Source: an optimization exercise on an open RTL-to-GDS flow (aim: small area). Production flows keep margins and buffers that such runs may drop. In this exercise RTL edits were held to simulation tests only and were not proved equivalent to the original. Power figures rest on the tool's default switching activity, not on a simulated workload.

==> design/flow/design.v <==
module ota_core (
    input  wire        clk,
    input  wire        rst,
    input  wire        cmd_valid,
    output wire        cmd_ready,
    input  wire [2:0]  cmd_op,
    input  wire [31:0] cmd_arg,
    input  wire        in_valid,
    output wire        in_ready,
    input  wire [7:0]  in_data,
    output reg         rsp_valid,
    output wire [31:0] rsp_data,
    output wire        out_valid,
    output wire [7:0]  out_data,
    output wire        dict_we,
    output wire [10:0] dict_waddr,
    output wire [7:0]  dict_wdata,
    output wire [10:0] dict_raddr,
    input  wire [7:0]  dict_rdata
);
    localparam [31:0] MAGIC_DEFAULT = 32'h45535033;
    localparam [2:0] OP_CFG_MAGIC = 3'd1;
    localparam [2:0] OP_START     = 3'd2;
    localparam [2:0] OP_POLL      = 3'd3;
    localparam [2:0] OP_PROGRESS  = 3'd4;
    localparam [2:0] OP_VERIFY    = 3'd5;
    localparam [2:0] OP_RELEASE   = 3'd6;
    localparam [2:0] ST_IDLE   = 3'd0;
    localparam [2:0] ST_HEADER = 3'd1;
    localparam [2:0] ST_FILE   = 3'd2;
    localparam [2:0] ST_DONE   = 3'd3;    
    localparam [2:0] ST_MAGIC  = 3'd4;
    localparam [2:0] ST_ELEN   = 3'd5;    
    localparam [2:0] ST_EDL    = 3'd6;    
    localparam [2:0] SQ_RINIT = 3'd0;     
    localparam [2:0] SQ_CMD   = 3'd1;     
    localparam [2:0] SQ_EXEC  = 3'd2;     
    localparam [2:0] SQ_VCMP  = 3'd3;     
    localparam [2:0] SQ_INIT  = 3'd4;     
    localparam [2:0] SQ_POLL  = 3'd5;     
    localparam [2:0] SQ_PEND1 = 3'd6;     
    localparam [2:0] SQ_PEND2 = 3'd7;     
    localparam [2:0] R_ZERO = 3'd0;
    localparam [2:0] R_ONE  = 3'd1;
    localparam [2:0] R_M8   = 3'd2;
    localparam [2:0] R_M9   = 3'd3;
    localparam [2:0] R_M10  = 3'd4;
    localparam [2:0] R_M11  = 3'd5;
    localparam [2:0] R_KEEP = 3'd6;
    localparam [2:0] R_WR   = 3'd7;
    localparam [1:0] T_FLAG = 2'd0;
    localparam [1:0] T_COL  = 2'd1;
    localparam [1:0] T_CPW  = 2'd2;
    localparam [1:0] T_CPY  = 2'd3;
    reg [4:0]  ph;
    reg [2:0]  sq;
    reg [2:0]  st;
    reg [2:0]  op;
    reg [31:0] L, D, M, H, C, W;
    reg        lb;           
    reg        db;           
    reg        wc;           
    reg        zacc;         
    reg        bq;           
    reg        neg;          
    reg [1:0]  c2;           
    reg        wrapf;        
    reg [4:0]  hf;           
    reg        len_bad;
    reg        mag_bad;
    reg [10:0] wcur;
    reg [14:0] tok;
    reg        tt;           
    reg [3:0]  tc;           
    reg [1:0]  ts;
    reg [3:0]  bcnt;         
    reg        lemit;        
    wire ph0  = (ph == 5'd0);
    wire ph31 = (ph == 5'd31);
    wire active = (st == ST_HEADER) || (st == ST_FILE) || (st == ST_DONE);
    assign cmd_ready = (sq == SQ_CMD) && ph31;
    wire   cmd_fire  = cmd_valid && cmd_ready;
    wire bact = (sq == SQ_POLL) && in_valid && (ph0 || bq);
    assign in_ready = bact && ph31;
    wire bit_l = in_data[ph[2:0]];               
    wire hd   = bact && (st == ST_HEADER);
    wire fd   = bact && (st == ST_FILE);
    wire win  = (ph[4:3] == hf[1:0]);
    wire init    = (sq == SQ_INIT);
    wire cpy     = (ts == T_CPY);
    wire emit    = lemit || cpy;
    wire init_hi = (wcur[10:4] == 7'h7F) || (wcur[10:4] == 7'h7E && wcur[3:0] == 4'hF);
    assign dict_we    = init || emit;
    assign dict_waddr = wcur;
    assign dict_raddr = tok[14:4];
    assign dict_wdata = cpy  ? dict_rdata :
                        init ? {2'b00, ~init_hi, 5'b00000} : tok[7:0];
    assign out_valid  = emit;
    assign out_data   = dict_wdata;
    wire wcur_2030 = (wcur == 11'd2030);
    reg [2:0] rk;
    always @* begin
        rk = R_M11;
        if (sq == SQ_INIT) begin
            rk = R_KEEP;
        end else if (sq == SQ_PEND2) begin
            case (st)
            ST_HEADER, ST_FILE: rk = R_ZERO;
            ST_DONE:  rk = R_ONE;
            ST_MAGIC: rk = R_M9;
            ST_ELEN:  rk = R_M8;
            default:  rk = R_M11;
            endcase
        end else begin
            case (op)
            OP_CFG_MAGIC: rk = active ? R_M11 : R_ONE;
            OP_PROGRESS, OP_VERIFY: begin
                case (st)
                ST_IDLE:  rk = R_M11;
                ST_MAGIC: rk = R_M9;
                ST_ELEN:  rk = R_M8;
                ST_EDL:   rk = R_M11;
                default:  rk = (op == OP_PROGRESS) ? R_WR :
                               (st != ST_DONE)     ? R_M11 :
                               bq                  ? R_M10 : R_ONE;
                endcase
            end
            OP_RELEASE: rk = R_ONE;
            default:    rk = R_M11;
            endcase
        end
    end
    wire ws   = wcur[ph[3:0]];
    wire wk   = (ph == 5'd0) || (ph == 5'd4);
    wire wci  = ph0 ? 1'b0 : wc;
    wire wsum = ws ^ wk ^ wci;
    wire wlo_c = (ws & wk) | (ws & wci) | (wk & wci);
    reg rbit;
    always @* begin
        case (rk)
        R_ZERO: rbit = 1'b0;
        R_ONE:  rbit = ph0;
        R_M8:   rbit = (ph >= 5'd3);
        R_M9:   rbit = (ph != 5'd3);
        R_M10:  rbit = (ph != 5'd0) && (ph != 5'd3);
        R_M11:  rbit = (ph != 5'd1) && (ph != 5'd3);
        R_KEEP: rbit = L[0];
        default: rbit = (ph < 5'd11) ? wsum : W[0];
        endcase
    end
    wire lbi   = ph0 ? 1'b1 : lb;
    wire l_dec = L[0] ^ lbi;
    wire lbo   = lbi & ~L[0];
    wire dk   = fd ? ph0 :
                (hf == 5'd19) ? ((ph == 5'd2) || (ph == 5'd4)) :
                (ph == 5'd3);
    wire dbi  = ph0 ? 1'b0 : db;
    wire d_sub = D[0] ^ dk ^ dbi;
    wire dbo  = (~D[0] & (dk | dbi)) | (dk & dbi);
    wire dwr  = fd || (hd && hf == 5'd19);
    wire wcarry = (ph == 5'd11) ? wrapf : wc;
    wire w_inc  = W[0] ^ wcarry;
    reg c_tap;
    always @* begin
        case (c2)
        2'd0: c_tap = C[0];
        2'd1: c_tap = C[8];
        2'd2: c_tap = C[16];
        default: c_tap = C[24];
        endcase
    end
    wire crc_rd = fd || (hd && (hf[4] || hf[3]));
    wire crc_en = crc_rd && (ph[4:3] == c2);
    wire crc_fb = C[0] ^ bit_l;
    wire crc_g  = crc_en & crc_fb;
    localparam [31:0] POLY = 32'hEDB88320;
    wire       pbit  = in_data[~bcnt[2:0]];     
    wire       parse = fd && !bcnt[3] && (ts == T_FLAG || ts == T_COL);
    wire [4:0] ccnt  = {tt, tok[3:0]};
    wire [4:0] ccnt_n = ccnt - 5'd1;
    always @(posedge clk) begin
        L <= {L[0], L[31:1]};
        D <= {D[0], D[31:1]};
        M <= {M[0], M[31:1]};
        H <= {H[0], H[31:1]};
        W <= {W[0], W[31:1]};
        C <= {C[0], C[31:1]} ^ ({32{crc_g}} & {1'b0, POLY[30:0]}) ^ {crc_en & bit_l, 31'd0};
        if (rst) begin
            ph        <= 5'd0;
            sq        <= SQ_RINIT;
            st        <= ST_IDLE;
            rsp_valid <= 1'b0;
            ts        <= T_FLAG;
            lemit     <= 1'b0;
            wrapf     <= 1'b0;
            L[31]     <= 1'b0;
        end else begin
            ph        <= ph + 5'd1;
            rsp_valid <= 1'b0;
            lemit     <= 1'b0;
            case (sq)
            SQ_RINIT, SQ_CMD: L[31] <= 1'b0;
            SQ_POLL:          L[31] <= bact ? l_dec : L[0];
            SQ_EXEC, SQ_PEND2, SQ_INIT: L[31] <= rbit;
            default: ;
            endcase
            if (cmd_fire)
                L <= {1'b0, L[31:1]} | cmd_arg;    
            if (sq == SQ_RINIT)
                M[31] <= MAGIC_DEFAULT[ph];
            else if (sq == SQ_EXEC && op == OP_CFG_MAGIC && !active)
                M[31] <= L[0];
            if (init)
                D[31] <= L[0];
            else if (dwr)
                D[31] <= d_sub;
            if (hd || fd)
                db <= dbo;
            if (init)
                W[31] <= 1'b0;
            else if (ph >= 5'd11)
                W[31] <= w_inc;
            if (ph < 5'd11)
                wc <= wlo_c;
            else
                wc <= wcarry & W[0];
            if (init)
                C[31] <= 1'b1;
            if (hd && hf[4:2] == 3'd1 && win)
                H[31] <= bit_l;
            case (sq)
            SQ_POLL:  zacc <= (ph0 ? 1'b0 : zacc) | (bact ? l_dec : L[0]);
            SQ_PEND1: zacc <= (ph0 ? 1'b0 : zacc) | D[0];
            default:  zacc <= (ph0 ? 1'b0 : zacc) | ~(c_tap ^ H[0]);
            endcase
            lb <= lbo;
            if (hd && hf[4:2] == 3'd0) begin
                if (win && (d_sub != bit_l))
                    len_bad <= 1'b1;
                if (ph31 && hf[1:0] == 2'd3 && dbo)
                    len_bad <= 1'b1;
            end
            if (hd && hf[4:2] == 3'd2 && win && (M[0] != bit_l))
                mag_bad <= 1'b1;
            if (crc_rd && ph31)
                c2 <= c2 + 2'd1;
            if (ph == 5'd11)
                wrapf <= emit && wcur_2030;
            else if (emit && wcur_2030)
                wrapf <= 1'b1;
            if (dict_we)
                wcur <= wcur + 11'd1;
            if (ph31)
                bcnt <= 4'd0;
            else if (parse)
                bcnt <= bcnt + 4'd1;
            case (ts)
            T_FLAG: if (parse) begin
                tt <= pbit;
                tc <= pbit ? 4'd7 : 4'd14;
                ts <= T_COL;
            end
            T_COL: if (parse) begin
                tok <= {tok[13:0], pbit};
                tc  <= tc - 4'd1;
                if (tc == 4'd0) begin
                    if (tt) begin
                        lemit <= 1'b1;
                        ts    <= T_FLAG;
                    end else begin
                        ts    <= T_CPW;
                    end
                end
            end
            T_CPW: begin
                tok[14:4] <= tok[14:4] + 11'd1;
                ts <= T_CPY;
            end
            default: begin
                tok[14:4] <= tok[14:4] + 11'd1;
                {tt, tok[3:0]} <= ccnt_n;
                if (ccnt == 5'b11111)
                    ts <= T_FLAG;
            end
            endcase
            if (sq == SQ_POLL && ph0)
                bq <= in_valid;
            case (sq)
            SQ_RINIT: if (ph31) sq <= SQ_CMD;
            SQ_CMD: if (cmd_fire) begin
                op <= cmd_op;
                if (cmd_op == OP_START && !active) begin
                    sq      <= SQ_INIT;
                    st      <= ST_HEADER;
                    wcur    <= 11'd2031;
                    ts      <= T_FLAG;
                    hf      <= 5'd0;
                    len_bad <= 1'b0;
                    mag_bad <= 1'b0;
                    neg     <= 1'b0;
                    c2      <= 2'd0;
                    wrapf   <= 1'b0;
                end else if (cmd_op == OP_POLL) begin
                    sq <= SQ_POLL;
                end else if (cmd_op == OP_VERIFY && st == ST_DONE) begin
                    sq <= SQ_VCMP;
                end else begin
                    sq <= SQ_EXEC;
                end
            end
            SQ_EXEC: if (ph31) begin
                sq        <= SQ_CMD;
                rsp_valid <= 1'b1;
                if (op == OP_RELEASE)
                    st <= ST_IDLE;
            end
            SQ_VCMP: if (ph31) begin
                sq <= SQ_EXEC;
                bq <= zacc | ~(c_tap ^ H[0]);
            end
            SQ_INIT: if (ph31 && wcur_2030) begin
                sq        <= SQ_CMD;
                rsp_valid <= 1'b1;
            end
            SQ_POLL: if (ph31) begin
                if (hd) begin
                    hf <= hf + 5'd1;
                    if (hf == 5'd19) begin
                        neg <= dbo;
                        st  <= len_bad ? ST_ELEN : mag_bad ? ST_MAGIC : ST_FILE;
                    end
                end
                if (fd && dbo)
                    neg <= 1'b1;
                if (!(zacc | (bact ? l_dec : L[0])))
                    sq <= SQ_PEND1;
            end
            SQ_PEND1: if (ph31) begin
                sq <= SQ_PEND2;
                if (st == ST_FILE) begin
                    if (neg)
                        st <= ST_EDL;
                    else if (!(zacc | D[0]))
                        st <= ST_DONE;
                end
            end
            default: if (ph31) begin   
                sq        <= SQ_CMD;
                rsp_valid <= 1'b1;
            end
            endcase
        end
    end
    assign rsp_data = L;
endmodule
==> design/flow/run.sh <==
#!/bin/bash
# synth_recipe.tcl (not shown) runs the flow's synth.tcl, then flattens the netlist and writes it again
# the make line also repeats each setting of config.mk as NAME=value (left out here)
make -C /OpenROAD-flow-scripts/flow DESIGN_CONFIG=/design/flow/config.mk WORK_HOME=/design/flow/orfs CLKGATE_MAP_FILE= SYNTH_SCRIPT=/design/flow/synth_recipe.tcl finish
==> design/flow/config.mk <==
export PLATFORM = sky130hd
export DESIGN_NAME = ota_core
export DESIGN_NICKNAME = ota_core
export VERILOG_FILES = /design/flow/design.v
export SDC_FILE = /design/flow/constraint.sdc
export NUM_CORES = 4
export LEC_CHECK = 0
export CAP_MARGIN = 20
export CORE_MARGIN = 2
export CORE_UTILIZATION = 40
export SLEW_MARGIN = 20
==> design/flow/constraint.sdc <==
create_clock -name core_clock -period 10.0 [get_ports {clk}]
set_input_delay 2.0000 -clock core_clock [delete_from_list [all_inputs] [get_ports {clk}]]
set_output_delay 2.0000 -clock core_clock [all_outputs]
set_load 0.01 [all_outputs]
==> metrics.json <==
{
  "run_status": {
    "status": "no timing/DRC/antenna violations"
  },
  "power_and_ir_drop": {
    "cellPowerDensity_mw_per_mm2": 182.2,
    "p_clk_share_pct": 45.2,
    "leakagePower_nw": 4.748,
    "share_seq_of_total_power_pct": 51.1,
    "combinationalPowerShare_pct": 3.7,
    "internal_power_mw": 1.728,
    "switching_power_mw": 0.4354,
    "vdd_ir_drop_max_v": 0.0001347,
    "fraction_of_power_spent_switching_nets_pct": 20.13
  },
  "timing": {
    "fin_skew_ns": 0.01626,
    "final_hold_viol_count": 0,
    "period_needed_ns": 5.545,
    "rsz0062_at_grt": "no",
    "tightest_slew_ns": 1.017,
    "worst_slew_margin_rel_pct": 32.19,
    "worst_slack_ns": 4.455,
    "final.setup.tns_ns": 0,
    "max_fclk_ghz": 0.1803,
    "finalSetupViolations": 0,
    "timing.final.max_slew_violations": 0,
    "post-route-period-util_pct": 55.45
  },
  "finish": {
    "post_route_cells_drive_above_1_share_pct": 8.377,
    "design_area_mm2": 0.01187,
    "antennaDiodeCount": 0,
    "layoutNonFillerInstCount": 1274,
    "layout_commonest_cell": "dfxtp_1",
    "num-nets-final": 1016,
    "finish.utilization_pct": 50.72,
    "final_cell_mix": "dfxtp_1 (208), clkdlybuf4s50_1 (129), nand2_1 (70)",
    "layout_area_overhead_pct": 24.94
  },
  "logic_synthesis": {
    "synth-warning-count": 1,
    "synth_edf_count": 53,
    "yosys_most_used_dff": "dfxtp_1",
    "synth_cells": 819,
    "yosys.cell_types.count": 75,
    "synth.cell_area_mm2": 0.009500,
    "fraction_of_the_yosys_area_taken_by_sequential_cells_pct": 60.58,
    "post_synth_main_area_contributors": "dfxtp_1 (44%), edfxtp_1 (17%), ha_1 (3.0%), nand2_1 (2.8%), a21o_1 (2.6%)",
    "postSynth.asyncResetShare_pct": 0,
    "synth.avg_cell_area_um2": 11.60,
    "yosys.area.top_type": "dfxtp_1",
    "synth_nets": 899,
    "synth_largest_type_area_fraction_pct": 43.83,
    "synth.ff_latch_count": 261
  },
  "grt": {
    "pin_count_of_the_biggest_net_entering_global_routing": 35,
    "grt_first_pass_wirelength_mm": 31.73,
    "globalRouteOverflowTotal": 0,
    "globalRouteMet2Util_pct": 24.14,
    "first_global_vias": 6220,
    "grt_use_met1_pct": 22.48,
    "antenna_violations_before_repair": 0,
    "met3_usage_pct": 2.847,
    "global_route.peak_usage_layer": "met2",
    "global_route.usage.total_pct": 15.68
  },
  "route": {
    "route.antenna.remaining_nets": 0,
    "detail_route.wl_per_cell_um": 15.13,
    "detail_route.iter0.violations": 390,
    "drt_drc": 0,
    "vias": 6349,
    "routed_wirelength_mm": 19.27,
    "drt-vias-per-instance": 4.984,
    "drt_first_pass_iters": 5
  },
  "cts": {
    "number_of_h_tree_branching_levels": 1,
    "tritoncts": "done",
    "post_cts_resize_count": 0,
    "clk_latency_ns": 0.53,
    "ctsHoldBuffers": 0,
    "post-cts-setup-buffer-count": 0,
    "clk_slew_on_worst_s_h_paths_ns": 0.06,
    "cts_buffer_depth": 3,
    "cts_bufs_inserted": 26,
    "cts.sinks": 261,
    "cts.root.buffer_cell": "clkbuf_16"
  },
  "placement": {
    "numPlacedInstances": 1227,
    "gp_congestion": 0.8826,
    "portBuffers": 129,
    "dpl_worst_slack_ns": 4.405,
    "dpl-instance-area_mm2": 0.01098,
    "place_hpwl_mm": 13.12
  },
  "critical_path": {
    "endpoint_kind": "output port",
    "startpoint_type": "input pin",
    "critical_path.startpoint": "in_valid",
    "largest_fanout_on_the_critical_path": 5,
    "worst-setup-path-type": "in -> out",
    "reg2reg_from": "ph[1]",
    "arrival_ns": 3.54,
    "worstPathRequired_ns": 8.00
  },
  "min_path": {
    "min-delay-start": "M[29]",
    "worstHoldPathType": "reg -> reg"
  },
  "die": {
    "initial_utilization_pct": 40.60,
    "dieArea_mm2": 0.02500,
    "die-height_um": 158.1,
    "core_area_mm2": 0.02340,
    "chipWidth_um": 158.1,
    "boundaryPins": 130,
    "rows": 56
  },
  "job": {
    "timing.max_cap.violations": 0
  }
}
per-layer routing:
layer,wire [µm],part of all wire [%]
met1,9363,49
met2,8359,43
met3,1070,5.6
met4,479,2.5
met5,0,0
layout make-up:
cell class	instances	area [µm²]
clock inverters	7	75.07
flip-flops and latches	261	5756
well taps	319	399.1
clock buffers	40	817.0
fillers	2109	11530
inverters	26	97.59
multi-input cells	487	3397
repair buffers	134	1329
Yosys cell counts, types with 5 or more instances:
cell       instances
a211oi_1           5
mux2i_1            8
nor2b_1           12
a31oi_1            7
nand2b_1           6
a21o_1            33
clkbuf_1          23
mux2_2             5
ha_1              23
inv_1             26
buf_4              8
a2111oi_0          5
o31ai_1            5
nand3_1           20
edfxtp_1          53
dfxtp_1          208
and2_1            10
o211ai_1           9
xor2_1            12
a21oi_1           34
o21ai_0           38
xnor2_1           26
xnor2_2           10
nand4_1            6
mux4_2             6
buf_2              7
nor3_1            14
nor2_1            46
nand2_1           70
and3_1             9
logic make-up (layout without fill, tap and decap cells):
logic type,after synthesis,after routing,share of synthesized area [%]
simple gates,226,226,12.22
buf+inv,71,207,3.661
compound gates,168,168,11.87
xor+xnor,48,48,5.215
mux,20,20,3.003
flops,261,261,60.58
fa+ha+maj,25,25,3.451
critical path, cell delays in order:
cell and delay, ns:
clkdlybuf4s50_1 0.57, o21a_4 0.17, nand2_2 0.08, nor2_1 0.16
clkdlybuf4s50_1 0.56
worst paths after layout:
kind / end / slack [ns] / cells past startpoint
worst max register to register: bcnt[1] / 6.31 / 7
worst min register to register: M[28] / 0.32 / 0
worst max-delay path: in_ready / 4.46 / 5
worst min-delay path: M[28] / 0.32 / 0
state kept, by name, summed over array words and instances, names as in the netlist, 2 cells and up:
register	flops
wcur	11
c2	2
ph	5
L	32
hf	5
st	3
bcnt	4
M	32
D	32
op	3
tc	4
tok	15
H	32
sq	3
ts	2
W	32
C	32
power groups by stage:
stage               clock [mW]  combinational [mW]  sequential, mW
floorplan                    0              0.0438            1.12
global placement             0              0.0783            1.13
detailed placement           0              0.0790            1.13
CTS                       1.01              0.0796            1.11
global route              1.05              0.0871            1.11
finish                   0.978              0.0796            1.11
through the flow:
stage / hold WS, ns / power (mW)
5_1_grt: 0.3292 / 2.246
6_report: 0.3214 / 2.163
4_1_cts: 0.3217 / 2.194
3_3_place_gp: 0.3099 / 1.207
3_5_place_dp: 0.3121 / 1.208
2_1_floorplan: 0.3096 / 1.165

==> what the ideal ports hide <==
The flow's constraints put no driver on any port. The routed layout listed below was extracted and timed again, unchanged, in two steps. Step 1, drivers: a clkbuf_16 drives clk and a buf_2 each remaining input, both assumed. Step 2 moves the port delays by t, midway between the first and last clock arrival at a register: inputs arrive t later, outputs are due t later. That takes back most of the time a late clock gives input paths. Three values: ideal, step 1, step 2; two values: the first two.
t, ns: 0.564
setup slack, ns: 4.455 / 4.412 / 4.412
worst setup path after step 2: input to output
clock arrival spread, ns: 0.017 / 0.017
worst slew at a driven data input, ns: 0.05
After both steps setup and hold are still met in this run. The setup slack of this run moves by -0.043 ns with the drivers and by -0.043 ns with both steps.
